What follows belongs to an exercise in optimizing a design on an open flow for small area, a short achievable clock period and few clock cycles; a production flow would make more cautious choices. The RTL was checked by simulation tests, not by an equivalence proof against the original design. Power and IR drop assume default switching activity.

**design/flow/flow/run.sh**
```bash
#!/bin/bash
set -euo pipefail
bash standard.sh SETUP_SLACK_MARGIN=11.5 finish > flow_make.log 2>&1
```
**design/flow/standard.sh**
```bash
#!/bin/bash
# synth_recipe.tcl (not shown) runs the flow's synth.tcl, then flattens the netlist and writes it again
# the make line also repeats each setting of config.mk as NAME=value (left out here)
make -C /OpenROAD-flow-scripts/flow DESIGN_CONFIG=/design/flow/config.mk WORK_HOME=/design/flow/orfs CLKGATE_MAP_FILE= SYNTH_SCRIPT=/design/flow/synth_recipe.tcl "${@:-finish}"
```
**design/flow/config.mk**
```make
export PLATFORM = sky130hd
export DESIGN_NAME = soc16_core
export DESIGN_NICKNAME = soc16_core
export VERILOG_FILES = /design/flow/design.v
export SDC_FILE = /design/flow/constraint.sdc
export NUM_CORES = 4
export LEC_CHECK = 0
export CAP_MARGIN = 20
export CORE_MARGIN = 2
export CORE_UTILIZATION = 40
export SLEW_MARGIN = 20
```
**design/flow/constraint.sdc**
```tcl
create_clock -name core_clock -period 16.0 [get_ports {clk}]
set_input_delay 3.2000 -clock core_clock [delete_from_list [all_inputs] [get_ports {clk}]]
set_output_delay 3.2000 -clock core_clock [all_outputs]
set_load 0.01 [all_outputs]
```
**design/flow/design.v**
```verilog
module soc16_regfile (
    input  wire        clk,
    input  wire [15:0] ra_sel,
    output reg  [15:0] ra_data,
    input  wire [15:0] rb_sel,
    output reg  [15:0] rb_data,
    input  wire [15:0] we,
    input  wire [15:0] wdata
);
    reg [15:0] regs [1:15];
    integer i;
    always @(*) begin
        ra_data = 16'd0;
        rb_data = 16'd0;
        for (i = 1; i < 16; i = i + 1) begin
            ra_data = ra_data | ({16{ra_sel[i]}} & regs[i]);
            rb_data = rb_data | ({16{rb_sel[i]}} & regs[i]);
        end
    end
    always @(posedge clk) begin
        for (i = 1; i < 16; i = i + 1)
            if (we[i])
                regs[i] <= wdata;
    end
endmodule
module soc16_divider (
    input  wire        clk,
    input  wire        rst,
    input  wire        start,       
    input  wire        load,        
    input  wire        is_mul,
    input  wire [15:0] x,           
    input  wire [15:0] y,           
    output wire        done,        
    output wire [15:0] quot,        
    output wire        quot_ovf,    
    output wire [15:0] rem,         
    output wire        mul_ovf      
);
    reg        busy;
    reg        fin;
    reg        first;      
    reg        mode_mul;
    reg [2:0]  count;      
    reg [15:0] q_reg;      
    reg [15:0] r_reg;      
    reg [15:0] d_mag;      
    reg [17:0] d3;         
    wire       d_one = (d_mag == 16'd1);
    reg        x_neg;
    reg        y_neg;
    reg        sticky;     
    wire [15:0] w  = x ^ {16{x[15]}};
    wire [15:0] v  = x[15] ? {w[14:0], 1'b1} : w;    
    wire [7:0]  vp = {|v[15:14], |v[13:12], |v[11:10], |v[9:8],
                      |v[7:6],   |v[5:4],   |v[3:2],   |v[1:0]};
    reg  [2:0]  k;
    always @(*) begin
        casez (vp)
            8'b1???????: k = 3'd7;
            8'b01??????: k = 3'd6;
            8'b001?????: k = 3'd5;
            8'b0001????: k = 3'd4;
            8'b00001???: k = 3'd3;
            8'b000001??: k = 3'd2;
            8'b0000001?: k = 3'd1;
            default:     k = 3'd0;
        endcase
    end
    wire [15:0] x_abs, y_abs;
    wire        x_co, y_co;
    soc16_add #(16) u_xabs (.a(x ^ {16{x[15]}}), .b(16'd0), .cin(x[15]), .s(x_abs), .cout(x_co));
    soc16_add #(16) u_yabs (.a(y ^ {16{y[15]}}), .b(16'd0), .cin(y[15]), .s(y_abs), .cout(y_co));
    wire [15:0] x_sh  = x_abs << {~k, 1'b0};
    wire [17:0] rs  = {r_reg, q_reg[15:14]};
    wire [17:0] c1, c2, c3;
    wire        g1, g2, g3c;      
    soc16_add #(18) u_c1 (.a(rs), .b(~{2'b0, d_mag}),       .cin(1'b1), .s(c1), .cout(g1));
    soc16_add #(18) u_c2 (.a(rs), .b(~{1'b0, d_mag, 1'b0}), .cin(1'b1), .s(c2), .cout(g2));
    soc16_add #(18) u_c3 (.a(rs), .b(~d3),                  .cin(1'b1), .s(c3), .cout(g3c));
    wire        g3  = first ? (d_one && q_reg[15:14] == 2'b11) : g3c;
    wire [1:0]  dig = g3 ? 2'd3 : g2 ? 2'd2 : g1 ? 2'd1 : 2'd0;
    reg  [15:0] rdiv;
    always @(*) begin
        case (dig)
            2'd3:    rdiv = first ? 16'd0 : c3[15:0];
            2'd2:    rdiv = c2[15:0];
            2'd1:    rdiv = c1[15:0];
            default: rdiv = rs[15:0];
        endcase
    end
    wire [18:0] m0 = {1'b0, r_reg, 2'b00};
    wire [18:0] m1 = q_reg[15] ? {2'b0, d_mag, 1'b0} : 19'd0;
    wire [18:0] m2 = q_reg[14] ? {3'b0, d_mag} : 19'd0;
    wire [18:0] ms = m0 ^ m1 ^ m2;                                     
    wire [18:0] mc = {(m0[17:0] & m1[17:0]) | (m0[17:0] & m2[17:0]) | (m1[17:0] & m2[17:0]), 1'b0};
    wire [18:0] macc;
    wire        m_co;
    soc16_add #(19) u_macc (.a(ms), .b(mc), .cin(1'b0), .s(macc), .cout(m_co));
    wire [17:0] d3_sum;
    wire        d3_co;
    soc16_add #(18) u_d3 (.a({2'b0, d_mag}), .b({1'b0, d_mag, 1'b0}), .cin(1'b0), .s(d3_sum), .cout(d3_co));
    always @(posedge clk) begin
        if (rst) begin
            busy <= 1'b0;
            fin  <= 1'b0;
        end else begin
            busy <= start || (busy && count != 3'd0);
            fin  <= busy && count == 3'd0 && !fast;
        end
        if (load) begin
            first    <= 1'b1;
            mode_mul <= is_mul;
            count    <= k;
            q_reg    <= x_sh;
            r_reg    <= 16'd0;
            d_mag    <= y_abs;
            x_neg    <= x[15];
            y_neg    <= y[15];
            sticky   <= 1'b0;
        end else begin
            first    <= 1'b0;
            count    <= count - 3'd1;
            q_reg    <= {q_reg[13:0], dig};
            r_reg    <= mode_mul ? macc[15:0] : rdiv;
            sticky   <= sticky | (mode_mul & (macc[18:16] != 3'd0));
        end
        d3       <= d3_sum;
    end
    wire diff = x_neg ^ y_neg;
    wire fast = mode_mul ? !diff : (!x_neg && !y_neg);
    wire last = busy && count == 3'd0;
    wire rnz  = (r_reg != 16'd0);
    wire adj  = !mode_mul && diff && rnz;
    wire [15:0] q_neg;
    wire        qn_co;
    soc16_add #(16) u_qneg (.a(~q_reg), .b(16'd0), .cin(1'b1), .s(q_neg), .cout(qn_co));
    wire [15:0] quot_s  = !diff ? q_reg : rnz ? ~q_reg : q_neg;
    wire        qovf_s  = !diff && q_reg[15];
    wire        movf_s  = sticky || (r_reg[15] && !(diff && r_reg[14:0] == 15'd0));
    wire sgn = mode_mul ? diff : y_neg;
    wire [15:0] rem_plain, rem_adj;
    wire        rp_co, ra_co;
    soc16_add #(16) u_remp (.a(r_reg ^ {16{sgn}}), .b(16'd0), .cin(sgn), .s(rem_plain), .cout(rp_co));  
    soc16_add #(16) u_rema (.a(sgn ? r_reg : d_mag), .b(~(sgn ? d_mag : r_reg)), .cin(1'b1),
                            .s(rem_adj), .cout(ra_co));                   
    wire [15:0] rem_s = adj ? rem_adj : rem_plain;
    assign done     = fin || (last && fast);
    assign quot     = fin ? quot_s : {q_reg[13:0], dig};
    assign quot_ovf = fin && qovf_s;
    assign rem      = fin ? rem_s : mode_mul ? macc[15:0] : rdiv;
    assign mul_ovf  = fin ? movf_s : (sticky || macc[18:15] != 4'd0);
endmodule
module soc16_add #(parameter W = 16) (
    input  wire [W-1:0] a,
    input  wire [W-1:0] b,
    input  wire         cin,
    output wire [W-1:0] s,
    output wire         cout
);
    localparam N = W + 1;                  
    localparam L = (N > 32) ? 6 : (N > 16) ? 5 : (N > 8) ? 4 : (N > 4) ? 3 : (N > 2) ? 2 : 1;
    wire [N-1:0] g0 = {a & b, cin};
    wire [N-1:0] p0 = {a ^ b, 1'b0};
    genvar l, i;
    generate
        for (l = 0; l < L; l = l + 1) begin : lvl
            wire [N-1:0] gi, pi, go, po;
            if (l == 0) begin : first
                assign gi = g0;
                assign pi = p0;
            end else begin : next
                assign gi = lvl[l-1].go;
                assign pi = lvl[l-1].po;
            end
            for (i = 0; i < N; i = i + 1) begin : bitx
                if (i >= (1 << l)) begin : pre
                    assign go[i] = gi[i] | (pi[i] & gi[i-(1<<l)]);
                    assign po[i] = pi[i] & pi[i-(1<<l)];
                end else begin : keep
                    assign go[i] = gi[i];
                    assign po[i] = pi[i];
                end
            end
        end
    endgenerate
    wire [N-1:0] c = lvl[L-1].go;
    assign s    = p0[N-1:1] ^ c[N-2:0];
    assign cout = c[N-1];
endmodule
module soc16_core (
    input  wire        clk,
    input  wire        rst,           
    input  wire [8:0]  code_size,     
    output reg         mem_req,
    output reg         mem_we,
    output reg  [7:0]  mem_addr,
    output reg  [15:0] mem_wdata,
    input  wire        mem_ready,
    input  wire [15:0] mem_rdata,
    output reg         in_req,
    input  wire        in_valid,
    input  wire        in_eof,
    input  wire        in_abort,
    input  wire [15:0] in_data,
    output reg         out_valid,
    output reg  [15:0] out_data,
    input  wire        cancel,
    output reg         halted,
    output reg         faulted,
    output reg  [3:0]  fault_code,
    output reg  [15:0] fault_pc,
    output reg  [15:0] fault_word
);
    localparam [3:0] F_MEM_OOB    = 4'd1,
                     F_JUMP       = 4'd3,
                     F_MEM_TARGET = 4'd4,
                     F_DIV_ZERO   = 4'd5,
                     F_OVERFLOW   = 4'd6,
                     F_OPCODE     = 4'd7,
                     F_INTERRUPT  = 4'd8,
                     F_EOF        = 4'd9;
    reg        st_x;       
    reg        st_m;       
    reg        st_div;     
    reg        st_rd;      
    reg [8:0]  cs;         
    reg        iv;         
    reg [15:0] ir;         
    reg [8:0]  ipc;        
    reg [8:0]  ipc1;       
    reg        pt;         
    reg [15:0] ra_sel;     
    reg [15:0] rb_sel;
    reg [8:0]  fq;         
    reg [7:0]  maddr;      
    reg        mwe;        
    reg        acc_we;
    reg [7:0]  acc_addr;
    reg [15:0] dq;         
    reg [3:0]  ld_rx;      
    reg [3:0]  fcode;
    reg        ovf_pend;   
    reg [15:0] rec_word;   
    reg [8:0]  rec_pc;
    wire [3:0] op   = ir[15:12];
    wire [3:0] rx   = ir[11:8];
    wire [3:0] ry   = ir[7:4];
    wire [3:0] rz   = ir[3:0];
    wire [7:0] imm  = ir[7:0];
    wire [15:0] simm = {{8{imm[7]}}, imm};
    wire [15:0] ra_data, rb_data;
    wire [15:0] rf_we;
    wire [15:0] rf_wdata;
    soc16_regfile u_regfile (
        .clk     (clk),
        .ra_sel  (ra_sel),
        .ra_data (ra_data),
        .rb_sel  (rb_sel),
        .rb_data (rb_data),
        .we      (rf_we),
        .wdata   (rf_wdata)
    );
    wire        alu_sub = (op == 4'h7);
    wire [15:0] alu_b   = (op == 4'h5) ? simm : rb_data;
    wire [16:0] alu_res;
    wire        alu_co;
    soc16_add #(17) u_alu (.a({ra_data[15], ra_data}), .b({alu_b[15], alu_b} ^ {17{alu_sub}}),
                           .cin(alu_sub), .s(alu_res), .cout(alu_co));
    wire        alu_ovf = alu_res[16] != alu_res[15];
    wire        md_start;
    wire        md_done;
    wire [15:0] md_quot;
    wire        md_qovf;
    wire [15:0] md_rem;
    wire        md_movf;
    soc16_divider u_divider (
        .clk      (clk),
        .rst      (rst),
        .start    (md_start),
        .load     (st_x),
        .is_mul   (op == 4'h8),
        .x        (ra_data),
        .y        (rb_data),
        .done     (md_done),
        .quot     (md_quot),
        .quot_ovf (md_qovf),
        .rem      (md_rem),
        .mul_ovf  (md_movf)
    );
    wire        imm_addr_ok = ({1'b0, imm} >= cs);                                
    wire        reg_addr_ok = (ra_data[15:8] == 8'd0) && ({1'b0, ra_data[7:0]} >= cs);  
    wire        imm_tgt_ok  = ({1'b0, imm} < cs);                                 
    wire        reg_tgt_ok  = (ra_data[15:9] == 7'd0) && (ra_data[8:0] < cs);    
    wire        pc_oob      = (ipc >= cs);
    wire        x_zero = (ra_data == 16'd0);
    wire        x_neg  = ra_data[15];
    reg         br_taken;
    always @(*) begin
        case (op)
            4'hC:    br_taken = x_zero;
            4'hD:    br_taken = !x_zero;
            4'hE:    br_taken = !x_zero && !x_neg;
            4'hF:    br_taken = x_neg;
            default: br_taken = 1'b1;    
        endcase
    end
    wire        g0      = (op == 4'h0);
    wire        i_halt  = (ir == 16'h0000);
    wire        i_read  = g0 && (ry == 4'd0) && (rz == 4'd1);
    wire        i_write = g0 && (ry == 4'd0) && (rz == 4'd2);
    wire        i_jumpi = g0 && (ry == 4'd0) && (rz == 4'd3);
    wire        i_md    = (op == 4'h8) || (op == 4'h9) || (op == 4'hA);
    wire        i_ldi   = (op == 4'h4) && (rz[3:1] == 3'd0);
    wire [8:0]  fetch_addr = fq;
    wire [3:0]  f_op     = mem_rdata[15:12];
    wire        f_pt     = (f_op == 4'hB);
    wire        f_use_ry = (f_op == 4'h4) || (f_op == 4'h6) || (f_op == 4'h7) ||
                           (f_op == 4'h8) || (f_op == 4'h9) || (f_op == 4'hA);
    wire [15:0] f_dx     = 16'd1 << mem_rdata[11:8];
    wire [15:0] f_dy     = 16'd1 << mem_rdata[7:4];
    wire [15:0] f_dz     = 16'd1 << mem_rdata[3:0];
    wire        f_mul    = (f_op == 4'h8);
    wire [15:0] f_sa     = f_mul ? f_dz : f_use_ry ? f_dy : f_dx;
    wire [15:0] f_sb     = f_mul ? f_dy : (f_op == 4'h4) ? f_dx : f_dz;
    wire        xg = st_x && iv && !cancel && !pc_oob && !ovf_pend;    
    reg        go_fault;
    reg [3:0]  nf_code;
    reg        go_halt;
    always @(*) begin
        go_fault = 1'b0;
        nf_code  = 4'd0;
        go_halt  = 1'b0;
        if (ovf_pend) begin
            go_fault = 1'b1; nf_code = F_OVERFLOW;
        end else if (st_x) begin
            if (cancel) begin
                go_fault = 1'b1; nf_code = F_INTERRUPT;
            end else if (!iv) begin
                if (fq >= cs) begin go_fault = 1'b1; nf_code = F_MEM_OOB; end
            end else if (pc_oob) begin
                go_fault = 1'b1; nf_code = F_MEM_OOB;
            end else begin
                case (op)
                    4'h0: begin
                        if (i_halt)
                            go_halt = 1'b1;
                        else if (i_jumpi) begin
                            if (!reg_tgt_ok) begin go_fault = 1'b1; nf_code = F_JUMP; end
                        end else if (!i_read && !i_write) begin
                            go_fault = 1'b1; nf_code = F_OPCODE;
                        end
                    end
                    4'h1: ;
                    4'h2, 4'h3: if (!imm_addr_ok) begin go_fault = 1'b1; nf_code = F_MEM_TARGET; end
                    4'h4: begin
                        if (!i_ldi) begin go_fault = 1'b1; nf_code = F_OPCODE; end
                        else if (!reg_addr_ok) begin go_fault = 1'b1; nf_code = F_MEM_TARGET; end
                    end
                    4'h5, 4'h6, 4'h7: ;                                  
                    4'h8: ;
                    4'h9, 4'hA: if (rb_data == 16'd0) begin go_fault = 1'b1; nf_code = F_DIV_ZERO; end
                    default: if (!imm_tgt_ok) begin go_fault = 1'b1; nf_code = F_JUMP; end
                endcase
            end
        end
        if (st_div && md_done) begin
            if ((op == 4'h8 && md_movf) || (op == 4'h9 && md_qovf)) begin
                go_fault = 1'b1; nf_code = F_OVERFLOW;
            end
        end
        if (st_rd) begin
            if (in_abort) begin
                go_fault = 1'b1; nf_code = F_INTERRUPT;
            end else if (in_eof) begin
                go_fault = 1'b1; nf_code = F_EOF;
            end
        end
    end
    wire        ld_ir    = (st_x && !(iv && (i_read || i_md))) || (st_div && md_done);
    wire        redirect = iv && (i_jumpi || (op[3:2] == 2'b11 || op == 4'hB) && (br_taken != pt));
    wire [8:0]  raddr    = i_jumpi ? ra_data[8:0] : br_taken ? {1'b0, imm} : ipc1;
    wire [15:0] x_val    = (op == 4'h1) ? simm :
                           (op == 4'hB) ? {7'd0, ipc1} : alu_res[15:0];
    wire [15:0] md_val   = (op == 4'h9) ? md_quot : md_rem;
    assign rf_wdata = ({16{st_m}}   & mem_rdata) |
                      ({16{st_rd}}  & in_data) |
                      ({16{st_div}} & md_val) |
                      ({16{st_x}}   & x_val);
    wire        x_wr     = (op == 4'h1) || (op == 4'hB) || (op == 4'h5) || (op == 4'h6) || (op == 4'h7);
    wire        rx_we    = st_rd || (st_div && md_done) || (st_x && iv && x_wr);
    wire        ld_we    = st_m && !acc_we;
    assign rf_we    = ({16{rx_we}} & (16'd1 << rx)) | ({16{ld_we}} & (16'd1 << ld_rx));
    wire        i_ldst   = (op == 4'h2) || (op == 4'h3) || (op == 4'h4);
    wire        n_m      = (xg && i_ldst && !go_fault) || (st_m && !mem_ready);
    wire        n_div    = (xg && i_md && !go_fault) || (st_div && !md_done);
    wire        n_rd     = (xg && i_read) || (st_rd && !in_valid && !in_eof && !in_abort);
    assign md_start = xg && i_md;
    wire done = halted || faulted;
    wire [8:0]  f_next = f_pt ? {1'b0, mem_rdata[7:0]} : fq + 9'd1;   
    wire [8:0]  nxt_fq = !ld_ir ? fq : redirect ? raddr : !mem_ready ? fq : f_next;
    wire        nxt_m  = (st_x && iv && i_ldst) || (st_m && !mem_ready);
    wire        x_st   = (op == 4'h3) || (op == 4'h4 && rz[0]);
    wire [7:0]  x_acc  = (op == 4'h4) ? ra_data[7:0] : imm;
    wire [7:0]  nxt_acc_addr = st_x ? x_acc : acc_addr;
    wire        nxt_acc_we   = st_x ? x_st : acc_we;
    wire n_x  = !go_fault && !go_halt && !n_m && !n_div && !n_rd && !done;
    always @(*) begin
        mem_req    = !done;
        mem_we     = mwe;
        mem_addr   = maddr;
        mem_wdata  = dq;
        out_data   = dq;
        in_req     = st_rd;
        fault_code = fcode;
        fault_pc   = {7'd0, rec_pc};
        fault_word = rec_word;
    end
    always @(posedge clk) begin
        cs <= code_size;
        if (rst) begin
            st_x      <= 1'b1;
            st_m      <= 1'b0;
            st_div    <= 1'b0;
            st_rd     <= 1'b0;
            iv        <= 1'b0;
            fq        <= 9'd0;
            maddr     <= 8'd0;
            mwe       <= 1'b0;
            halted    <= 1'b0;
            faulted   <= 1'b0;
            out_valid <= 1'b0;
            ovf_pend  <= 1'b0;
        end else begin
            st_x      <= n_x;
            st_m      <= n_m;
            st_div    <= n_div;
            st_rd     <= n_rd && !go_fault;
            out_valid <= xg && i_write;
            ovf_pend  <= xg && (op == 4'h5 || op == 4'h6 || op == 4'h7) && alu_ovf;
            fq        <= nxt_fq;
            maddr     <= nxt_m ? nxt_acc_addr : nxt_fq[7:0];
            mwe       <= n_m && nxt_acc_we;
            if (ld_ir) begin
                ir      <= mem_rdata;
                ipc     <= fetch_addr;
                ipc1    <= fetch_addr + 9'd1;
                pt      <= f_pt;
                ra_sel  <= f_sa;
                rb_sel  <= f_sb;
                iv      <= mem_ready && !redirect;
            end
            if (st_rd && in_valid)
                iv <= 1'b0;
            if (go_halt)
                halted <= 1'b1;
            if (go_fault) begin
                faulted <= 1'b1;
                fcode   <= nf_code;
            end
        end
        if (st_x && !ovf_pend) begin
            rec_word <= ir;
            rec_pc   <= iv ? ipc : fq;
        end
        if (st_x && iv) begin
            acc_we   <= x_st;
            acc_addr <= x_acc;
            ld_rx    <= rx;
            dq       <= (op == 4'h4) ? rb_data : ra_data;
        end
    end
endmodule
```
==> results of run 1 <==
worst max-delay path, stage by stage (launching register included):
cell and delay [ns]:
edfxtp_1 0.42, buf_6 0.14, buf_6 0.12, buf_6 0.11
cell families (layout without fill, tap and decap cells):
group / after synthesis / in the layout / share of synthesized area
AO/OA/AOI/OAI: 987 / 988 / 0.220
AND/OR/NAND/NOR: 929 / 930 / 0.149
flip-flops: 475 / 475 / 0.437
buffers and inverters: 349 / 583 / 0.0464
adder cells (fa/ha/maj): 184 / 184 / 0.0788
XOR/XNOR: 169 / 169 / 0.0485
multiplexers: 58 / 58 / 0.0199
other: 1 / 8 / 0.000123
area by class of cell:
class | instances | area, um2 | area share
Antenna cell | 1 | 2.50 | 0.0000681
Sequential cell | 475 | 13400 | 0.364
Clock inverter | 36 | 349 | 0.00950
Tap cell | 978 | 1220 | 0.0333
Multi-Input combinational cell | 2336 | 16900 | 0.460
Timing Repair Buffer | 343 | 2980 | 0.0810
Clock buffer | 64 | 1380 | 0.0375
Inverter | 140 | 552 | 0.0150
per-stage QoR:
| step | utilization | cell area (um2) | total power, mW | setup slack, ns |
|---|---|---|---|---|
| 2_1_floorplan | - | 30600 | 2.74 | 11.29 |
| 4_1_cts | 0.475 | 36000 | 4.64 | 11.32 |
| 6_report | 0.485 | 36700 | 4.77 | 11.37 |
| 3_5_place_dp | 0.435 | 32900 | 3.30 | 9.97 |
| 3_3_place_gp | 0.435 | 32900 | 3.30 | 9.95 |
| 5_1_grt | 0.485 | 36700 | 4.98 | 11.21 |
routing by layer:
layer | wire, um | share of wire | global-route usage | vias to the layer above
li1 | - | - | - | 12355
met1 | 47100 | 0.40 | 0.392 | 13578
met2 | 51300 | 0.44 | 0.445 | 1882
met3 | 12800 | 0.11 | 0.0559 | 326
met4 | 6150 | 0.052 | 0.124 | 0
met5 | 0 | 0 | 0 | -
worst min-delay path by stage:
stage                               endpoint                from  cells past startpoint
final                     u_divider.count[0]  u_divider.count[0]                      1
after global routing      u_divider.count[0]  u_divider.count[0]                      1
after CTS                 u_divider.count[0]  u_divider.count[0]                      1
after detailed placement  u_divider.count[0]  u_divider.count[0]                      1
after global placement    u_divider.count[0]  u_divider.count[0]                      1
after floorplan           u_divider.count[0]  u_divider.count[0]                      1
layout by cell type (no fill, tap or decap), drive strengths merged, types with 22 or more instances in the layout:
cell type,instances
a222oi,40
nor2b,45
edfxtp,382
o211ai,24
nand2b,38
dlygate4sd2,27
buf,241
a21oi,205
a221oi,27
a31oi,29
and2,24
clkdlybuf4s50,29
xnor2,127
a22oi,190
a211oi,22
a21o,47
mux2i,37
dfxtp,93
inv,140
o21ai,187
ha,160
clkbuf,86
nand2,200
nand4,65
xor2,42
o21a,31
nor3,58
clkinv,28
nor2,280
o22ai,27
nand3,101
Yosys cell counts, drive strengths merged (11+ instances only):
library cell	number	share of area
nand2b	38	0.0078
nand3b	13	0.0032
nor4	18	0.0039
o22ai	27	0.0055
o21ai	187	0.031
clkbuf	169	0.021
and3	20	0.0041
nor2	280	0.034
and2	24	0.0049
a31oi	29	0.0059
mux2	21	0.0078
inv	137	0.017
o31ai	11	0.0032
edfxtp	382	0.38
or2	15	0.0031
nor2b	45	0.0092
o21a	31	0.0076
a21boi	16	0.0039
nand2	200	0.025
fa	16	0.011
a221oi	27	0.0080
xnor2	127	0.036
nand3	101	0.017
o21bai	11	0.0027
dfxtp	93	0.061
nor3b	12	0.0030
xor2	42	0.012
ha	160	0.066
or3	17	0.0038
o2111ai	16	0.0046
a21o	47	0.012
a21oi	205	0.034
mux2i	37	0.012
a22oi	190	0.047
o211ai	24	0.0059
a222oi	40	0.013
a211oi	22	0.0054
buf	40	0.0083
nor3	58	0.010
nand4	65	0.013
timing repair:
item	CTS	global route
gates resized for setup	346	134
setup buffers	82	48
pin swaps	33	34
gates cloned	3	3
endpoints found under the setup margin	461	327
power breakdown:
group	internal [mW]	switching (mW)	total [mW]
logic	0.766	1.20	1.96
registers	1.48	0.105	1.59
clock network	0.673	0.546	1.22
total	2.92	1.85	4.77
==> results.sh, run 1 <==
export IMPL_h_tree_depth=2
export IMPL_r2r_cells=21
export IMPL_r2r_slack_ns=11.39
export IMPL_antenna_found_initial=0
export IMPL_dpl_cell_count=4136
export IMPL_synth_cells=3152
export IMPL_grt_usage=0.288
export IMPL_status="finished clean"
export IMPL_power_leakage_nw=13.7
export IMPL_cts_root_buf="clkbuf_16"
export IMPL_grt_remaining_overflow=0
export IMPL_dieHeight_um=280
export IMPL_ys_types=92
export IMPL_peakVddDrop_mv=0.101
export IMPL_max_freq_mhz=216
export IMPL_syn2layout_area_growth_pct=20.4
export IMPL_nets=3573
export IMPL_crit_path_start="dq[14]"
export IMPL_fin_crit_ns=4.63
export IMPL_worstMarginPinSlew_ns=1.09
export IMPL_boundaryPins=130
export IMPL_power_density_nw_per_um2=130
export IMPL_cts_clk_slew_worst_paths_ns=0.06
export IMPL_tritoncts="yes"
export IMPL_clk_latency_ns=0.65
export IMPL_vias=28141
export IMPL_cp_end_kind="output pin"
export IMPL_postRouteAntennaNets=0
export IMPL_via_per_inst=6.44
export IMPL_required_ns=12.80
export IMPL_remaining_drc_errors=0
export IMPL_async_flop_share=0
export IMPL_fin_skew_ns=0.0474
export IMPL_maxCapViolCount=0
export IMPL_critPathMaxFanout=2
export IMPL_synth_area_um2=30500
export IMPL_rsz0062_at_grt="true"
export IMPL_setup_viol=0
export IMPL_fillCellCount=6959
export IMPL_fin_crit_sh=0.290
export IMPL_instances_no_fill=4373
export IMPL_synth_edf_count=382
export IMPL_largest_register="u_regfile.regs"
export IMPL_grt_pass1_vias=26037
export IMPL_largest_register_ffs=240
export IMPL_io_buffer_count=122
export IMPL_numCtsBuffers=53
export IMPL_yosys_warnings=4
export IMPL_fin_tns_setup_ns=0
export IMPL_drv_slew=0
export IMPL_core_area_um2=75700
export IMPL_cts_hold_buf=0
export IMPL_min_path_type="flop to flop"
export IMPL_grt_pass1_wl_um=169000
export IMPL_startpoint_type="flop"
export IMPL_rows=101
export IMPL_r2r_end="u_regfile.regs[8][14]"
export IMPL_grt_max_degree=63
export IMPL_dr_first_iter_drc_count=4249
export IMPL_wirelength_um=117000
export IMPL_crit_arrival_ns=1.43
export IMPL_worstSetupPathType="flop to output pin"
export IMPL_yosys_register_bits=475
export IMPL_endpoint="mem_wdata[14]"
export IMPL_post_drt_wl_per_cell_um=26.8
export IMPL_dieArea_um2=78500
export IMPL_start_util=0.403
export IMPL_clockBufferDepth=3
export IMPL_die_x_um=280
export IMPL_ys_flop_type="edfxtp_1"
export IMPL_slew_headroom=0.274
export IMPL_top_regs="u_regfile.regs (240), u_divider.d3 (18)"
export IMPL_dp_hpwl_um=76700
export IMPL_layout_drive_gt1_share=0.171
export IMPL_dr_pass1_iters=7
export IMPL_hold_viol=0
export IMPL_syn_mean_instance_area_um2=9.68
export IMPL_r2r_start="rb_sel[4]"
export IMPL_whs_ns=0.435
export IMPL_clock_sinks=475
export IMPL_gp_congestion=0.960
export IMPL_yosysSeqAreaShare=0.437
Testbench counts, summed over its fixed seeds: cycles 120,201.
==> run 2, diff against run 1 <==
--- a/design/flow/config.mk
+++ b/design/flow/config.mk
@@ -8,4 +8,4 @@
 export CAP_MARGIN = 20
 export CORE_MARGIN = 2
-export CORE_UTILIZATION = 40
+export CORE_UTILIZATION = 55
 export SLEW_MARGIN = 20
==> run 2 against run 1 <==
Compared with the run above: clock power about the same; die area fell by 27%; critical endpoint is now u_regfile.regs[9][14]; combinational power about the same; design area is 0.71% lower; global-route usage grew 11 points; non-clock buffer count decreased by 6; clock skew down 0.026 ns; first-iteration DRC count grew 9.0%.
==> results.sh, run 2 <==
export IMPL_fin_crit_sh=0.289
export IMPL_dr_pass1_iters=9
export IMPL_largest_register_ffs=240
export IMPL_cts_hold_buf=0
export IMPL_r2r_end="u_regfile.regs[7][12]"
export IMPL_cts_clk_slew_worst_paths_ns=0.07
export IMPL_fin_skew_ns=0.0218
export IMPL_slew_headroom=0.220
export IMPL_setup_viol=0
export IMPL_power_leakage_nw=13.7
export IMPL_synth_edf_count=382
export IMPL_core_area_um2=55000
export IMPL_grt_max_degree=63
export IMPL_synth_most_common_cell="edfxtp_1"
export IMPL_drv_slew=0
export IMPL_rsz0062_at_grt="true"
export IMPL_dieArea_um2=57400
export IMPL_clockBufferDepth=3
export IMPL_synth_cells=3152
export IMPL_power_density_nw_per_um2=132
export IMPL_diodes=0
export IMPL_grt_pass1_vias=26713
export IMPL_critPathMaxFanout=7
export IMPL_max_freq_mhz=216
export IMPL_hold_depth=1
export IMPL_syn_mean_instance_area_um2=9.68
export IMPL_h_tree_depth=2
export IMPL_clockPowerShare=0.260
export IMPL_instances_no_fill=4133
export IMPL_dr_first_iter_drc_count=4631
export IMPL_hold_end="u_divider.count[0]"
export IMPL_syn2layout_area_growth_pct=19.6
export IMPL_grt_remaining_overflow=0
export IMPL_synthTopCellsByCount="edfxtp_1, nor2_1, a21oi_1"
export IMPL_yosys_area_top_type_share=0.376
export IMPL_vias=28522
export IMPL_yosysTopAreaCell="edfxtp_1"
export IMPL_post_drt_wl_per_cell_um=28.8
export IMPL_crit_path_max_incr_delay_ns=0.76
export IMPL_status="finished clean"
export IMPL_yosys_register_bits=475
export IMPL_worstSetupPathType="input port to flop"
export IMPL_synth_area_um2=30500
export IMPL_dieHeight_um=239
export IMPL_clk_latency_ns=0.63
export IMPL_numCtsBuffers=52
export IMPL_boundaryPins=130
export IMPL_layout_drive_gt1_share=0.170
export IMPL_hp_start="u_divider.count[0]"
export IMPL_yosysSeqAreaShare=0.437
export IMPL_largest_register="u_regfile.regs"
export IMPL_via_per_inst=6.90
export IMPL_r2r_cells=23
export IMPL_tritoncts="yes"
export IMPL_async_flop_share=0
export IMPL_remaining_drc_errors=0
export IMPL_cts_root_buf="clkbuf_16"
export IMPL_r2r_start="rb_sel[14]"
export IMPL_crit_arrival_ns=5.00
export IMPL_grt_pass1_wl_um=171000
export IMPL_postRouteAntennaNets=0
export IMPL_multiInputGateArea_um2=16800
export IMPL_antenna_found_initial=5
export IMPL_worstMarginPinSlew_ns=1.17
export IMPL_startpoint_type="input port"
export IMPL_required_ns=16.38
export IMPL_gp_congestion=1.01
export IMPL_switching_share=0.389
export IMPL_pwr_share_seq=0.336
export IMPL_rows=86
export IMPL_r2r_slack_ns=11.39
export IMPL_p_int_mw=2.95
export IMPL_wirelength_um=119000
export IMPL_synthTopCellsByArea="edfxtp_1, ha_1, dfxtp_1, a22oi_1, xnor2_1"
export IMPL_min_path_type="flop to flop"
export IMPL_ys_flop_type="edfxtp_1"
export IMPL_critPathSlowestCell="a221oi_1"
export IMPL_start_util=0.555
export IMPL_post_route_util=0.663
export IMPL_seq_area_um2=13400
export IMPL_grt_usage=0.403
export IMPL_p_sw_mw=1.88
export IMPL_dp_hpwl_um=79200
export IMPL_hold_viol=0
export IMPL_cp_end_kind="flop"
export IMPL_layout_common_cells="edfxtp_1, nor2_1, nand2_1, a22oi_1, a21oi_1"
export IMPL_peakVddDrop_mv=0.103
export IMPL_dpl_cell_count=3906
export IMPL_combPwrFrac=0.404
export IMPL_layout_setup_ws_ns=11.38
export IMPL_pre_cts_slack_ns=10.13
export IMPL_final_common_cell="edfxtp_1"
export IMPL_maxCapViolCount=0
export IMPL_fin_tns_setup_ns=0
export IMPL_crit_chain="clkdlybuf4s50_1, a221oi_1, o221ai_4, clkbuf_16"
export IMPL_die_x_um=239
export IMPL_ys_types=92
export IMPL_fin_crit_ns=4.62
export IMPL_nets=3566
export IMPL_yosys_warnings=4
export IMPL_io_buffer_count=122
export IMPL_clock_sinks=475
export IMPL_fillCellCount=4309
export IMPL_top_regs="u_regfile.regs (240), u_divider.d3 (18)"
[run 2: cell counts after synthesis]
Identical to the previous run, type by type.
[run 2: power by group through the flow]
stage | clock network, mW | registers, mW | logic, mW
floorplan | 0 | 1.58 | 1.17
global placement | 0 | 1.64 | 1.63
detailed placement | 0 | 1.65 | 1.65
CTS | 1.26 | 1.61 | 1.78
global route | 1.30 | 1.63 | 2.07
finish | 1.25 | 1.62 | 1.95
[run 2: layout make-up]
| type | instances | area share |
|---|---|---|
| Tap cell | 748 | 0.0257 |
| Clock inverter | 40 | 0.0114 |
| Timing Repair Buffer | 337 | 0.0829 |
| Clock buffer | 57 | 0.0370 |
| Sequential cell | 475 | 0.367 |
| Inverter | 140 | 0.0147 |
| Multi-Input combinational cell | 2336 | 0.461 |
[run 2: cells by family (layout without fill, tap and decap cells)]
group | count (synthesis) | count (layout) | share of synthesized area
AND/OR/NAND/NOR | 929 | 930 | 0.149
buffers and inverters | 349 | 574 | 0.0464
multiplexers | 58 | 58 | 0.0199
other | 1 | 7 | 0.000123
XOR/XNOR | 169 | 169 | 0.0485
AO/OA/AOI/OAI | 987 | 988 | 0.220
flip-flops | 475 | 475 | 0.437
adder cells (fa/ha/maj) | 184 | 184 | 0.0788
[run 2: repair_timing]
action                     CTS  global route
cloned                       3             3
setup buffers               56            68
pin swaps                   24            50
setup endpoints to repair  451           320
resized for setup          301           160
[run 2: critical path: cells and delay by family]
kind                   cells  cell delay [ns]
AO/OA/AOI/OAI              2             1.10
buffers and inverters      2             0.70
[run 2: worst max path at each step]
stage	start	end	depth (start not counted)
5_1_grt	u_divider.d_mag[1]	u_regfile.regs[9][14]	19
6_report	in_data[14]	u_regfile.regs[9][14]	4
3_3_place_gp	mem_rdata[12]	u_regfile.regs[13][12]	5
4_1_cts	in_data[13]	u_regfile.regs[5][13]	6
3_5_place_dp	mem_rdata[12]	u_regfile.regs[14][12]	5
2_1_floorplan	rst	ipc1[0]	2
[run 2: metal layers]
metal	part of all wire	wire [um]	GRT usage
met1	0.38	44900	0.549
met2	0.43	51700	0.612
met3	0.13	15500	0.0769
met4	0.059	7050	0.207
met5	0.00021	25	0
[run 2: per-stage QoR]
stage                     power (mW)  area, um2  hold slack (ns)
after floorplan                 2.74      30600            0.410
after detailed placement        3.30      32700            0.427
final                           4.83      36500            0.434
after global placement          3.27      32600            0.420
after global routing            5.01      36500            0.453
after CTS                       4.66      35400            0.435
==> run 3, diff against run 2 <==
--- a/design/flow/design.v
+++ b/design/flow/design.v
@@ -236,6 +236,4 @@
     reg [7:0]  maddr;      
     reg        mwe;        
-    reg        acc_we;
-    reg [7:0]  acc_addr;
     reg [15:0] dq;         
     reg [3:0]  ld_rx;      
@@ -390,5 +388,5 @@
     wire        x_wr     = (op == 4'h1) || (op == 4'hB) || (op == 4'h5) || (op == 4'h6) || (op == 4'h7);
     wire        rx_we    = st_rd || (st_div && md_done) || (st_x && iv && x_wr);
-    wire        ld_we    = st_m && !acc_we;
+    wire        ld_we    = st_m && !mwe;
     assign rf_we    = ({16{rx_we}} & (16'd1 << rx)) | ({16{ld_we}} & (16'd1 << ld_rx));
     wire        i_ldst   = (op == 4'h2) || (op == 4'h3) || (op == 4'h4);
@@ -403,6 +401,6 @@
     wire        x_st   = (op == 4'h3) || (op == 4'h4 && rz[0]);
     wire [7:0]  x_acc  = (op == 4'h4) ? ra_data[7:0] : imm;
-    wire [7:0]  nxt_acc_addr = st_x ? x_acc : acc_addr;
-    wire        nxt_acc_we   = st_x ? x_st : acc_we;
+    wire [7:0]  nxt_acc_addr = st_x ? x_acc : maddr;
+    wire        nxt_acc_we   = st_x ? x_st : mwe;
     wire n_x  = !go_fault && !go_halt && !n_m && !n_div && !n_rd && !done;
     always @(*) begin
@@ -465,6 +463,4 @@
         end
         if (st_x && iv) begin
-            acc_we   <= x_st;
-            acc_addr <= x_acc;
             ld_rx    <= rx;
             dq       <= (op == 4'h4) ? rb_data : ra_data;
--- a/design/flow/config.mk
+++ b/design/flow/config.mk
@@ -8,4 +8,4 @@
 export CAP_MARGIN = 20
 export CORE_MARGIN = 2
-export CORE_UTILIZATION = 55
+export CORE_UTILIZATION = 40
 export SLEW_MARGIN = 20
==> run 3 against run 2 <==
Compared with the run above: highest routed layer unchanged; largest cell class unchanged; design area is 0.24% higher; clock power is 3% higher; power is 0.43% higher.
==> results.sh, run 3 <==
export IMPL_peakVddDrop_mv=0.0922
export IMPL_r2r_start="ra_sel[5]"
export IMPL_fin_crit_ns=4.63
export IMPL_die_x_um=278
export IMPL_wirelength_um=123000
export IMPL_rsz0062_at_grt="true"
export IMPL_start_util=0.405
export IMPL_vias=28199
export IMPL_top_regs="u_regfile.regs (240), u_divider.d3 (18)"
export IMPL_final_common_cell="edfxtp_1"
export IMPL_h_tree_depth=2
export IMPL_gp_congestion=0.970
export IMPL_via_per_inst=6.53
export IMPL_syn_mean_instance_area_um2=9.72
export IMPL_cp_end_kind="flop"
export IMPL_pwr_share_seq=0.324
export IMPL_postPlaceCellArea_um2=32400
export IMPL_p_sw_mw=1.88
export IMPL_synthTopCellsByCount="edfxtp_1, nor2_1, a21oi_1"
export IMPL_clock_sinks=466
export IMPL_p_int_mw=2.97
export IMPL_cts_hold_buf=0
export IMPL_maxCapViolCount=0
export IMPL_switching_share=0.387
export IMPL_async_flop_share=0
export IMPL_antenna_found_initial=3
export IMPL_min_path_type="flop to flop"
export IMPL_grt_pass1_vias=26918
export IMPL_worstMarginPinSlew_ns=1.15
export IMPL_dp_hpwl_um=79900
export IMPL_dieArea_um2=77500
export IMPL_layout_drive_gt1_share=0.179
export IMPL_fin_skew_ns=0.0323
export IMPL_clockBufferDepth=3
export IMPL_seq_area_um2=13100
export IMPL_grt_usage=0.304
export IMPL_combPwrFrac=0.409
export IMPL_rows=100
export IMPL_yosysTopAreaCell="edfxtp_1"
export IMPL_slew_headroom=0.235
export IMPL_fin_tns_setup_ns=0
export IMPL_dr_first_iter_drc_count=4183
export IMPL_startpoint_type="flop"
export IMPL_post_drt_wl_per_cell_um=28.5
export IMPL_required_ns=16.37
export IMPL_dr_pass1_iters=9
export IMPL_synth_cells=3098
export IMPL_nets=3527
export IMPL_crit_path_start="ra_sel[5]"
export IMPL_clockPowerShare=0.267
export IMPL_status="finished clean"
export IMPL_multiInputGateArea_um2=16900
export IMPL_ys_flop_type="edfxtp_1"
export IMPL_io_buffer_count=122
export IMPL_yosysSeqAreaShare=0.434
export IMPL_yosys_register_bits=466
export IMPL_cts_root_buf="clkbuf_16"
export IMPL_grt_pass1_wl_um=176000
export IMPL_synth_area_um2=30100
export IMPL_power_leakage_nw=13.4
export IMPL_max_freq_mhz=216
export IMPL_power_density_nw_per_um2=133
export IMPL_clk_latency_ns=0.64
export IMPL_setup_viol=0
export IMPL_numCtsBuffers=53
export IMPL_grt_max_degree=65
export IMPL_dieHeight_um=278
export IMPL_postRouteAntennaNets=0
export IMPL_critPathMaxFanout=16
export IMPL_yosys_area_top_type_share=0.372
export IMPL_hold_viol=0
export IMPL_fin_crit_sh=0.289
export IMPL_tritoncts="yes"
export IMPL_largest_register="u_regfile.regs"
export IMPL_core_area_um2=74400
export IMPL_syn2layout_area_growth_pct=21.4
export IMPL_fillCellCount=6752
export IMPL_crit_arrival_ns=5.00
export IMPL_largest_register_ffs=240
export IMPL_synth_edf_count=373
export IMPL_grt_remaining_overflow=0
export IMPL_synth_most_common_cell="edfxtp_1"
export IMPL_remaining_drc_errors=0
export IMPL_ys_types=95
export IMPL_synthTopCellsByArea="edfxtp_1, ha_1, dfxtp_1, a22oi_1, xnor2_1"
export IMPL_hp_start="u_divider.count[0]"
export IMPL_fin_area_um2=36600
export IMPL_layout_common_cells="edfxtp_1, nor2_1, a21oi_1, a22oi_1, nand2_1"
export IMPL_drv_slew=0
export IMPL_boundaryPins=130
export IMPL_yosys_warnings=4
export IMPL_worstSetupPathType="flop to flop"
export IMPL_cts_clk_slew_worst_paths_ns=0.07
## run 3: changes by cell type in the layout (fill, tap and decap cells not counted), sizes merged, moves of 15 or more
cell	change
inv	-30
nor2	+27
o21ai	-38
clkbuf	+24
or3	+15
nand2	-15
## run 3: power by group through the flow
| stage | sequential [mW] | combinational (mW) | clock [mW] |
|---|---|---|---|
| after floorplan | 1.54 | 1.19 | 0 |
| after global routing | 1.58 | 2.11 | 1.35 |
| after global placement | 1.59 | 1.67 | 0 |
| after detailed placement | 1.60 | 1.69 | 0 |
| after CTS | 1.56 | 1.83 | 1.31 |
| final | 1.57 | 1.98 | 1.29 |
## run 3: layout make-up
type / count / area share
timing repair buffer: 344 / 0.0828
inverter: 124 / 0.0137
tap: 969 / 0.0332
multi-input combinational: 2314 / 0.462
sequential: 466 / 0.358
antenna: 1 / 0.0000685
clock inverter: 37 / 0.0132
clock buffer: 62 / 0.0372
## run 3: final timing paths
path,slack [ns],end,cells past startpoint
worst min register to register,0.43,u_divider.count[0],1
worst min-delay path,0.43,u_divider.count[0],1
worst max-delay path,11.37,u_regfile.regs[6][12],21
worst max register to register,11.37,u_regfile.regs[6][12],21
## run 3: kinds of logic (layout without fill, tap and decap cells)
kind of cell,after synthesis,count (layout),synth area share
other,1,8,0.000125
DFF,466,466,0.434
xor gates and xnor gates,179,179,0.0521
and+or+nand+nor,918,920,0.149
muxes,45,45,0.0159
AOI/OAI and AO/OA,967,972,0.221
adders and majority gates,191,191,0.0821
buffers and inverters,331,567,0.0466
## run 3: routing by layer
metal | up-vias | track usage | part of all wire
met2 | 1959 | 0.474 | 0.44
met4 | 4 | 0.159 | 0.062
met3 | 440 | 0.0764 | 0.12
met5 | - | 0 | 0.00021
met1 | 13585 | 0.388 | 0.38
li1 | 12211 | - | -
## run 3: per-stage QoR
step           power, mW  instances  worst slack [ns]  utilization  hold WS [ns]
5_1_grt             5.04       4316             11.15        0.491         0.455
3_3_place_gp        3.26       4065              9.89        0.436         0.431
2_1_floorplan       2.73       3104             11.13            -         0.410
4_1_cts             4.71       4258             11.45        0.479         0.438
3_5_place_dp        3.29       4065              9.80        0.436         0.431
6_report            4.85       4317             11.37        0.491         0.434
## run 3: timing repair
item	in CTS	in global routing
resized for setup	354	158
endpoints found under the setup margin	454	381
gates cloned	7	6
pin swaps	48	66
setup buffers	87	51
## run 3: worst max-delay path, stage by stage (launching register included)
cell       delay, ns
edfxtp_1        0.44
buf_12          0.21
a222oi_1        0.35
nand3_1         0.14
nor2_1          0.15
buf_6           0.20
inv_1           0.13
ha_1            0.32
a41oi_2         0.18
o21bai_1        0.10
a21o_1          0.18
a21o_1          0.18
a21oi_2         0.20
o21ai_2         0.12
a2111oi_2       0.37
buf_4           0.20
or4b_4          0.13
o21ai_4         0.06
a21oi_2         0.17
o31a_1          0.20
o31ai_4         0.14
buf_12          0.20
Testbench counts of run 3, summed over its fixed seeds: cycles 120,201.
==> run 4, diff against run 3 <==
--- a/design/flow/design.v
+++ b/design/flow/design.v
@@ -229,6 +229,4 @@
     reg [15:0] ir;         
     reg [8:0]  ipc;        
-    reg [8:0]  ipc1;       
-    reg        pt;         
     reg [15:0] ra_sel;     
     reg [15:0] rb_sel;
@@ -261,5 +259,7 @@
     );
     wire        alu_sub = (op == 4'h7);
-    wire [15:0] alu_b   = (op == 4'h5) ? simm : rb_data;
+    wire [15:0] alu_b   = (op == 4'h5 || op == 4'h1) ? simm :
+                          (op == 4'hB) ? {7'd0, ipc1} : rb_data;
+    wire [8:0]  ipc1    = ipc + 9'd1;
     wire [16:0] alu_res;
     wire        alu_co;
@@ -320,5 +320,6 @@
     wire [15:0] f_dz     = 16'd1 << mem_rdata[3:0];
     wire        f_mul    = (f_op == 4'h8);
-    wire [15:0] f_sa     = f_mul ? f_dz : f_use_ry ? f_dy : f_dx;
+    wire        f_none   = (f_op == 4'h1) || (f_op == 4'hB);    
+    wire [15:0] f_sa     = f_none ? 16'd1 : f_mul ? f_dz : f_use_ry ? f_dy : f_dx;
     wire [15:0] f_sb     = f_mul ? f_dy : (f_op == 4'h4) ? f_dx : f_dz;
     wire        xg = st_x && iv && !cancel && !pc_oob && !ovf_pend;    
@@ -377,8 +378,7 @@
     end
     wire        ld_ir    = (st_x && !(iv && (i_read || i_md))) || (st_div && md_done);
-    wire        redirect = iv && (i_jumpi || (op[3:2] == 2'b11 || op == 4'hB) && (br_taken != pt));
-    wire [8:0]  raddr    = i_jumpi ? ra_data[8:0] : br_taken ? {1'b0, imm} : ipc1;
-    wire [15:0] x_val    = (op == 4'h1) ? simm :
-                           (op == 4'hB) ? {7'd0, ipc1} : alu_res[15:0];
+    wire        redirect = iv && (i_jumpi || (op[3:2] == 2'b11 && br_taken));
+    wire [8:0]  raddr    = i_jumpi ? ra_data[8:0] : {1'b0, imm};
+    wire [15:0] x_val    = alu_res[15:0];
     wire [15:0] md_val   = (op == 4'h9) ? md_quot : md_rem;
     assign rf_wdata = ({16{st_m}}   & mem_rdata) |
@@ -443,6 +443,4 @@
                 ir      <= mem_rdata;
                 ipc     <= fetch_addr;
-                ipc1    <= fetch_addr + 9'd1;
-                pt      <= f_pt;
                 ra_sel  <= f_sa;
                 rb_sel  <= f_sb;
==> run 4 against run 3 <==
Compared with the run above: design area shrank 1.6%; area after synthesis fell by 0.62%; sequential power barely moved; power increased by 13%; final cell count decreased by 0.51%; critical path depth fell by 6; count of clock-buffer cells in the layout stayed put; clock skew rose by 0.022 ns; largest power group unchanged.
==> results.sh, run 4 <==
export IMPL_status="finished clean"
export IMPL_r2r_start="rb_sel[5]"
export IMPL_min_path_type="flop to flop"
export IMPL_p_int_mw=3.14
export IMPL_wirelength_um=123000
export IMPL_dp_hpwl_um=81900
export IMPL_r2r_cells=15
export IMPL_async_flop_share=0
export IMPL_maxCapViolCount=0
export IMPL_hp_start="u_divider.count[0]"
export IMPL_syn2layout_area_growth_pct=20.2
export IMPL_syn_mean_instance_area_um2=9.71
export IMPL_yosysSeqAreaShare=0.426
export IMPL_ys_flop_type="edfxtp_1"
export IMPL_switching_share=0.425
export IMPL_final_common_cell="edfxtp_1"
export IMPL_yosys_area_top_type_share=0.364
export IMPL_dieArea_um2=77000
export IMPL_antenna_found_initial=0
export IMPL_largest_register="u_regfile.regs"
export IMPL_worstMarginPinSlew_ns=1.14
export IMPL_fin_skew_ns=0.0548
export IMPL_hold_viol=0
export IMPL_synthTopCellsByArea="edfxtp_1, ha_1, dfxtp_1, a22oi_1, xnor2_1"
export IMPL_setup_viol=0
export IMPL_r2r_slack_ns=11.41
export IMPL_worstSetupPathType="flop to flop"
export IMPL_h_tree_depth=2
export IMPL_layout_common_cells="edfxtp_1, nor2_1, nand2_1, buf_4, a22oi_1"
export IMPL_combPwrFrac=0.483
export IMPL_instances_no_fill=4295
export IMPL_ys_types=102
export IMPL_fin_tns_setup_ns=0
export IMPL_pwr_share_seq=0.291
export IMPL_clock_sinks=456
export IMPL_synth_most_common_cell="edfxtp_1"
export IMPL_clockPowerShare=0.226
export IMPL_required_ns=16.36
export IMPL_r2r_end="u_regfile.regs[11][15]"
export IMPL_gp_congestion=1.01
export IMPL_grt_pass1_wl_um=174000
export IMPL_drv_slew=0
export IMPL_remaining_drc_errors=0
export IMPL_postPlaceCellArea_um2=32300
export IMPL_fin_area_um2=36000
export IMPL_nets=3510
export IMPL_clockBufferDepth=3
export IMPL_numCtsBuffers=50
export IMPL_rows=100
export IMPL_top_regs="u_regfile.regs (240), u_divider.d3 (18)"
export IMPL_synth_edf_count=363
export IMPL_max_freq_mhz=218
export IMPL_clk_latency_ns=0.64
export IMPL_synthTopCellsByCount="edfxtp_1, nor2_1, nand2_1"
export IMPL_power_density_nw_per_um2=152
export IMPL_diodes=0
export IMPL_crit_arrival_ns=4.95
export IMPL_grt_max_degree=63
export IMPL_synth_cells=3082
export IMPL_yosys_register_bits=456
export IMPL_rsz0062_at_grt="true"
export IMPL_start_util=0.403
export IMPL_dr_first_iter_drc_count=5051
export IMPL_fillCellCount=6842
export IMPL_startpoint_type="flop"
export IMPL_cts_root_buf="clkbuf_16"
export IMPL_slew_headroom=0.236
export IMPL_critPathMaxFanout=8
export IMPL_post_drt_wl_per_cell_um=28.7
export IMPL_synth_area_um2=29900
export IMPL_boundaryPins=130
export IMPL_tritoncts="yes"
export IMPL_dieHeight_um=278
export IMPL_via_per_inst=6.63
export IMPL_postRouteAntennaNets=0
export IMPL_dr_pass1_iters=13
export IMPL_dpl_cell_count=4058
export IMPL_io_buffer_count=122
export IMPL_cts_clk_slew_worst_paths_ns=0.06
export IMPL_hold_end="u_divider.count[0]"
export IMPL_fin_crit_ns=4.59
export IMPL_hold_depth=1
export IMPL_grt_pass1_vias=26647
export IMPL_die_x_um=278
export IMPL_grt_remaining_overflow=0
export IMPL_yosysTopAreaCell="edfxtp_1"
export IMPL_cp_end_kind="flop"
export IMPL_whs_ns=0.434
export IMPL_fin_crit_sh=0.287
export IMPL_peakVddDrop_mv=0.144
export IMPL_vias=28467
export IMPL_core_area_um2=74200
export IMPL_post_route_util=0.485
export IMPL_grt_usage=0.299
export IMPL_largest_register_ffs=240
export IMPL_p_sw_mw=2.32
export IMPL_power_leakage_nw=13.4
export IMPL_yosys_warnings=4
export IMPL_layout_drive_gt1_share=0.177
[run 4: per-stage QoR]
step	setup slack [ns]	power, mW
2_1_floorplan	11.42	3.12
3_3_place_gp	9.78	3.87
3_5_place_dp	9.78	3.90
4_1_cts	11.44	5.24
5_1_grt	11.34	5.69
6_report	11.41	5.45
[run 4: power groups by stage]
stage	Clock, mW	Sequential [mW]	Combinational [mW]
3_3_place_gp	0	1.61	2.26
5_1_grt	1.29	1.59	2.81
2_1_floorplan	0	1.54	1.59
4_1_cts	1.25	1.58	2.41
3_5_place_dp	0	1.61	2.29
6_report	1.23	1.59	2.64
[run 4: kinds of logic after synthesis]
family / Yosys count / synth area share
AOI/OAI and AO/OA: 987 / 0.231
DFF: 456 / 0.426
muxes: 35 / 0.0122
and+or+nand+nor: 904 / 0.147
buffers and inverters: 321 / 0.0459
other: 1 / 0.000125
adders and majority gates: 190 / 0.0825
xor gates and xnor gates: 188 / 0.0550
[run 4: timing repair]
item,in CTS,in global routing
gates resized for setup,303,187
setup buffers,52,81
gates cloned,4,5
setup endpoints to repair,422,320
hold buffers,0,0
pin swaps,27,52
[run 4: critical path, stage by stage (launching register included)]
cell	delay, ns
edfxtp_1	0.43
buf_12	0.17
buf_4	0.17
a222oi_1	0.37
nand3_1	0.11
nor2_1	0.56
o21ai_0	0.22
xnor2_1	0.17
ha_1	0.23
a21oi_1	0.30
o21ai_1	0.20
a21o_1	0.24
o41ai_4	0.32
xor2_2	0.23
o21ai_4	0.17
a211o_4	0.42
[run 4: worst max-delay path by stage]
stage,cells after the start,slack (ns),endpoint,start
after global placement,7,9.78,ra_sel[14],mem_rdata[15]
after global routing,23,11.34,u_regfile.regs[5][13],rb_sel[8]
after floorplan,2,11.42,ipc[0],rst
final,15,11.41,u_regfile.regs[11][15],rb_sel[5]
after detailed placement,7,9.78,ra_sel[14],mem_rdata[15]
after CTS,1,11.44,mem_wdata[6],dq[6]
[run 4: layer usage]
layer	track usage	routed length, um
met1	0.400	47100
met2	0.463	53400
met3	0.0638	14700
met4	0.143	7860
met5	0	0
[run 4: layout make-up]
class / count / area (um2) / share of cell area
tap: 969 / 1210 / 0.0337
clock buffer: 62 / 1380 / 0.0384
inverter: 118 / 485 / 0.0135
timing repair buffer: 342 / 2930 / 0.0815
multi-input combinational: 2316 / 16800 / 0.467
sequential: 456 / 12800 / 0.356
clock inverter: 32 / 370 / 0.0103
Testbench counts of run 4, summed over its fixed seeds: cycles 120,201.
==> run 5, diff against run 4 <==
--- a/design/flow/design.v
+++ b/design/flow/design.v
@@ -234,4 +234,6 @@
     reg [7:0]  maddr;      
     reg        mwe;        
+    reg        acc_we;
+    reg [7:0]  acc_addr;
     reg [15:0] dq;         
     reg [3:0]  ld_rx;      
@@ -388,5 +390,5 @@
     wire        x_wr     = (op == 4'h1) || (op == 4'hB) || (op == 4'h5) || (op == 4'h6) || (op == 4'h7);
     wire        rx_we    = st_rd || (st_div && md_done) || (st_x && iv && x_wr);
-    wire        ld_we    = st_m && !mwe;
+    wire        ld_we    = st_m && !acc_we;
     assign rf_we    = ({16{rx_we}} & (16'd1 << rx)) | ({16{ld_we}} & (16'd1 << ld_rx));
     wire        i_ldst   = (op == 4'h2) || (op == 4'h3) || (op == 4'h4);
@@ -401,6 +403,6 @@
     wire        x_st   = (op == 4'h3) || (op == 4'h4 && rz[0]);
     wire [7:0]  x_acc  = (op == 4'h4) ? ra_data[7:0] : imm;
-    wire [7:0]  nxt_acc_addr = st_x ? x_acc : maddr;
-    wire        nxt_acc_we   = st_x ? x_st : mwe;
+    wire [7:0]  nxt_acc_addr = st_x ? x_acc : acc_addr;
+    wire        nxt_acc_we   = st_x ? x_st : acc_we;
     wire n_x  = !go_fault && !go_halt && !n_m && !n_div && !n_rd && !done;
     always @(*) begin
@@ -461,4 +463,6 @@
         end
         if (st_x && iv) begin
+            acc_we   <= x_st;
+            acc_addr <= x_acc;
             ld_rx    <= rx;
             dq       <= (op == 4'h4) ? rb_data : ra_data;
==> run 5 against run 4 <==
Compared with the run above: clock power rose by 5%; combinational power fell by 2%; die area rose by 0.28%; hold slack improved by 0.015 ns; non-clock buffer count fell by 11; sequential power barely moved.
==> results.sh, run 5 <==
export IMPL_layout_common_cells="edfxtp_1, nor2_1, nand2_1, a22oi_1, buf_4"
export IMPL_postPlaceCellArea_um2=32300
export IMPL_die_x_um=278
export IMPL_critPathSlowestCell="or4_4"
export IMPL_wirelength_um=122000
export IMPL_final_common_cell="edfxtp_1"
export IMPL_yosys_area_top_type_share=0.372
export IMPL_syn_mean_instance_area_um2=9.84
export IMPL_hold_viol=0
export IMPL_required_ns=16.35
export IMPL_worstSetupPathType="flop to flop"
export IMPL_crit_arrival_ns=5.47
export IMPL_fin_crit_sh=0.320
export IMPL_start_util=0.404
export IMPL_clockBufferDepth=3
export IMPL_power_density_nw_per_um2=152
export IMPL_cts_root_buf="clkbuf_16"
export IMPL_numCtsBuffers=55
export IMPL_slew_headroom=0.204
export IMPL_critPathMaxFanout=16
export IMPL_yosys_register_bits=465
export IMPL_synthTopCellsByCount="edfxtp_1, nor2_1, nand2_1"
export IMPL_crit_path_max_incr_delay_ns=0.59
export IMPL_yosysSeqAreaShare=0.434
export IMPL_cp_num_buf_inv=2
export IMPL_min_path_type="flop to flop"
export IMPL_tritoncts="yes"
export IMPL_largest_register_ffs=240
export IMPL_power_leakage_nw=13.4
export IMPL_startpoint_type="flop"
export IMPL_dieHeight_um=278
export IMPL_fin_skew_ns=0.0741
export IMPL_grt_remaining_overflow=0
export IMPL_crit_chain="buf_4, a222oi_1, nand3_1, nor2_4, inv_1, ha_4, a41o_1, a21oi_2, o21bai_1, a21oi_2, o21bai_1, a21oi_2, o21bai_1, a2111o_1, a31oi_4, o21ai_2, a21oi_2, mux2i_4, or4_4"
export IMPL_instances_no_fill=4269
export IMPL_drv_slew=0
export IMPL_grt_pass1_vias=26206
export IMPL_fin_area_um2=36200
export IMPL_vias=27866
export IMPL_clk_latency_ns=0.66
export IMPL_ys_flop_type="edfxtp_1"
export IMPL_yosysTopAreaCell="edfxtp_1"
export IMPL_fin_crit_ns=5.12
export IMPL_io_buffer_count=122
export IMPL_setup_viol=0
export IMPL_dieArea_um2=77200
export IMPL_peakVddDrop_mv=0.104
export IMPL_async_flop_share=0
export IMPL_gp_congestion=0.955
export IMPL_rsz0062_at_grt="true"
export IMPL_synth_area_um2=30000
export IMPL_h_tree_depth=2
export IMPL_cts_hold_buf=0
export IMPL_dr_first_iter_drc_count=4508
export IMPL_status="finished clean"
export IMPL_crit_family="compound AO/OA/AOI/OAI gates"
export IMPL_fin_tns_setup_ns=0
export IMPL_yosys_warnings=4
export IMPL_remaining_drc_errors=0
export IMPL_fillCellCount=6884
export IMPL_ys_types=118
export IMPL_dpl_cell_count=4033
export IMPL_dr_pass1_iters=6
export IMPL_grt_max_degree=66
export IMPL_post_drt_wl_per_cell_um=28.7
export IMPL_cp_end_kind="flop"
export IMPL_grt_usage=0.302
export IMPL_synthTopCellsByArea="edfxtp_1, ha_1, dfxtp_1, a22oi_1, xnor2_1"
export IMPL_boundaryPins=130
export IMPL_syn2layout_area_growth_pct=20.6
export IMPL_grt_pass1_wl_um=174000
export IMPL_crit_top_cell="a21oi_2"
export IMPL_dp_hpwl_um=80200
export IMPL_layout_drive_gt1_share=0.184
export IMPL_synth_cells=3050
export IMPL_synth_edf_count=372
export IMPL_via_per_inst=6.53
export IMPL_core_area_um2=74300
export IMPL_rows=100
export IMPL_postRouteAntennaNets=0
export IMPL_max_freq_mhz=195
export IMPL_power_mw=5.51
export IMPL_antenna_found_initial=4
export IMPL_maxCapViolCount=0
export IMPL_cts_clk_slew_worst_paths_ns=0.06
export IMPL_top_regs="u_regfile.regs (240), u_divider.d3 (18)"
export IMPL_synth_most_common_cell="edfxtp_1"
export IMPL_nets=3481
export IMPL_clock_sinks=465
export IMPL_largest_register="u_regfile.regs"
export IMPL_worstMarginPinSlew_ns=1.19
==> run 5: cell count changes after synthesis, sizes merged, moves of 13 or more <==
cell    previous run  this run
o21a              35        22
a221oi            35        21
o21bai             3        16
inv              112       133
nand3            107        91
a22oi            173       187
==> run 5: layer usage <==
layer	vias up	GRT usage	wire (um)
met2	2052	0.465	53900
met5	-	0	0
li1	11967	-	-
met3	399	0.0613	14000
met4	0	0.152	6950
met1	13448	0.403	47600
==> run 5: cells by family (layout without fill, tap and decap cells) <==
logic type / count (synthesis) / count (layout) / share of synthesized area
AOI/OAI and AO/OA: 948 / 953 / 0.221
xor gates and xnor gates: 184 / 184 / 0.0539
adders and majority gates: 192 / 192 / 0.0830
buffers and inverters: 337 / 570 / 0.0497
DFF: 465 / 465 / 0.434
muxes: 41 / 41 / 0.0142
other: 1 / 11 / 0.000125
and+or+nand+nor: 882 / 884 / 0.144
==> run 5: worst reg2reg max path: stages, from the launching register on <==
cell and delay, ns:
edfxtp_1 0.37, buf_4 0.26, a222oi_1 0.39, nand3_1 0.31, nor2_4 0.30, inv_1 0.18, ha_4 0.27, a41o_1 0.19
a21oi_2 0.16, o21bai_1 0.10, a21oi_2 0.15, o21bai_1 0.12, a21oi_2 0.19, o21bai_1 0.11, a2111o_1 0.47, a31oi_4 0.19
o21ai_2 0.10, a21oi_2 0.21, mux2i_4 0.14, or4_4 0.59
==> run 5: timing repair <==
action	in CTS	in global routing
gates cloned	3	9
pin swaps	45	91
buffers inserted	51	71
resized for setup	371	171
endpoints found under the setup margin	436	317
==> run 5: metrics by stage <==
stage | setup slack (ns) | hold WS (ns) | util
after floorplan | 11.29 | 0.411 | -
final | 10.88 | 0.449 | 0.487
after global routing | 10.77 | 0.474 | 0.487
after CTS | 10.84 | 0.448 | 0.472
after global placement | 10.01 | 0.427 | 0.434
after detailed placement | 9.88 | 0.435 | 0.434
==> run 5: final timing paths <==
check                      from  depth (start not counted)  slack (ns)               endpoint
min reg2reg  u_divider.count[0]                          1        0.45     u_divider.count[0]
max                   ra_sel[3]                         19       10.88  u_regfile.regs[5][14]
max reg2reg           ra_sel[3]                         19       10.88  u_regfile.regs[5][14]
min          u_divider.count[0]                          1        0.45     u_divider.count[0]
==> run 5: power breakdown <==
group          internal [mW]  switching, mW  leakage, nW
Combinational          0.964           1.63         8.32
Sequential              1.47          0.159         4.20
Clock                  0.757          0.534        0.896
Total                   3.19           2.32         13.4
==> run 5: area by class of cell <==
| type | instances | area [um2] | share of cell area |
|---|---|---|---|
| multi-input cells | 2261 | 16600 | 0.459 |
| flip-flops and latches | 465 | 13000 | 0.360 |
| repair buffers | 331 | 2870 | 0.0792 |
| clock buffers | 71 | 1490 | 0.0411 |
| well taps | 969 | 1210 | 0.0335 |
| inverters | 141 | 586 | 0.0162 |
| clock inverters | 27 | 364 | 0.0101 |
| diodes | 4 | 10.0 | 0.000276 |
Testbench counts of run 5, summed over its fixed seeds: cycles 120,201.

-- port drivers added, routing unchanged --
The results above use ideal ports. As a check the final layouts listed here were re-extracted and re-timed, cells and wires unchanged.
Step 1 sets driving cells, clkbuf_16 on the clock port and buf_2 on the other inputs (assumed; they add their load-dependent delay and slew).
Step 2, shift: input delay + t, output delay - t, t = (earliest + latest rising clock arrival at the registers) / 2. This alone moves slack from input paths to output paths.
a / b / c = ideal ports / drivers / drivers and shift; a / b = the first two.
run | t, ns | setup WS [ns] | worst setup path after step 2 | latest minus earliest clock arrival (ns) | cell pins on the clock port's net
run 1 | 0.689 | 11.366 / 11.298 / 10.732 | input to register | 0.047 / 0.048 | 1
run 2 | 0.680 | 11.379 / 11.391 / 10.741 | input to register | 0.022 / 0.022 | 1
run 3 | 0.691 | 11.374 / 11.374 / 10.786 | input to register | 0.033 / 0.033 | 1
run 4 | 0.680 | 11.411 / 11.411 / 10.814 | input to register | 0.055 / 0.055 | 1
run 5 | 0.680 | 10.876 / 10.876 / 10.621 | input to register | 0.074 / 0.074 | 1
After both steps setup and hold are still met in every run listed. For run 2, which loses most, drivers alone change the setup slack by +0.012 ns; drivers and shift together by -0.638 ns.
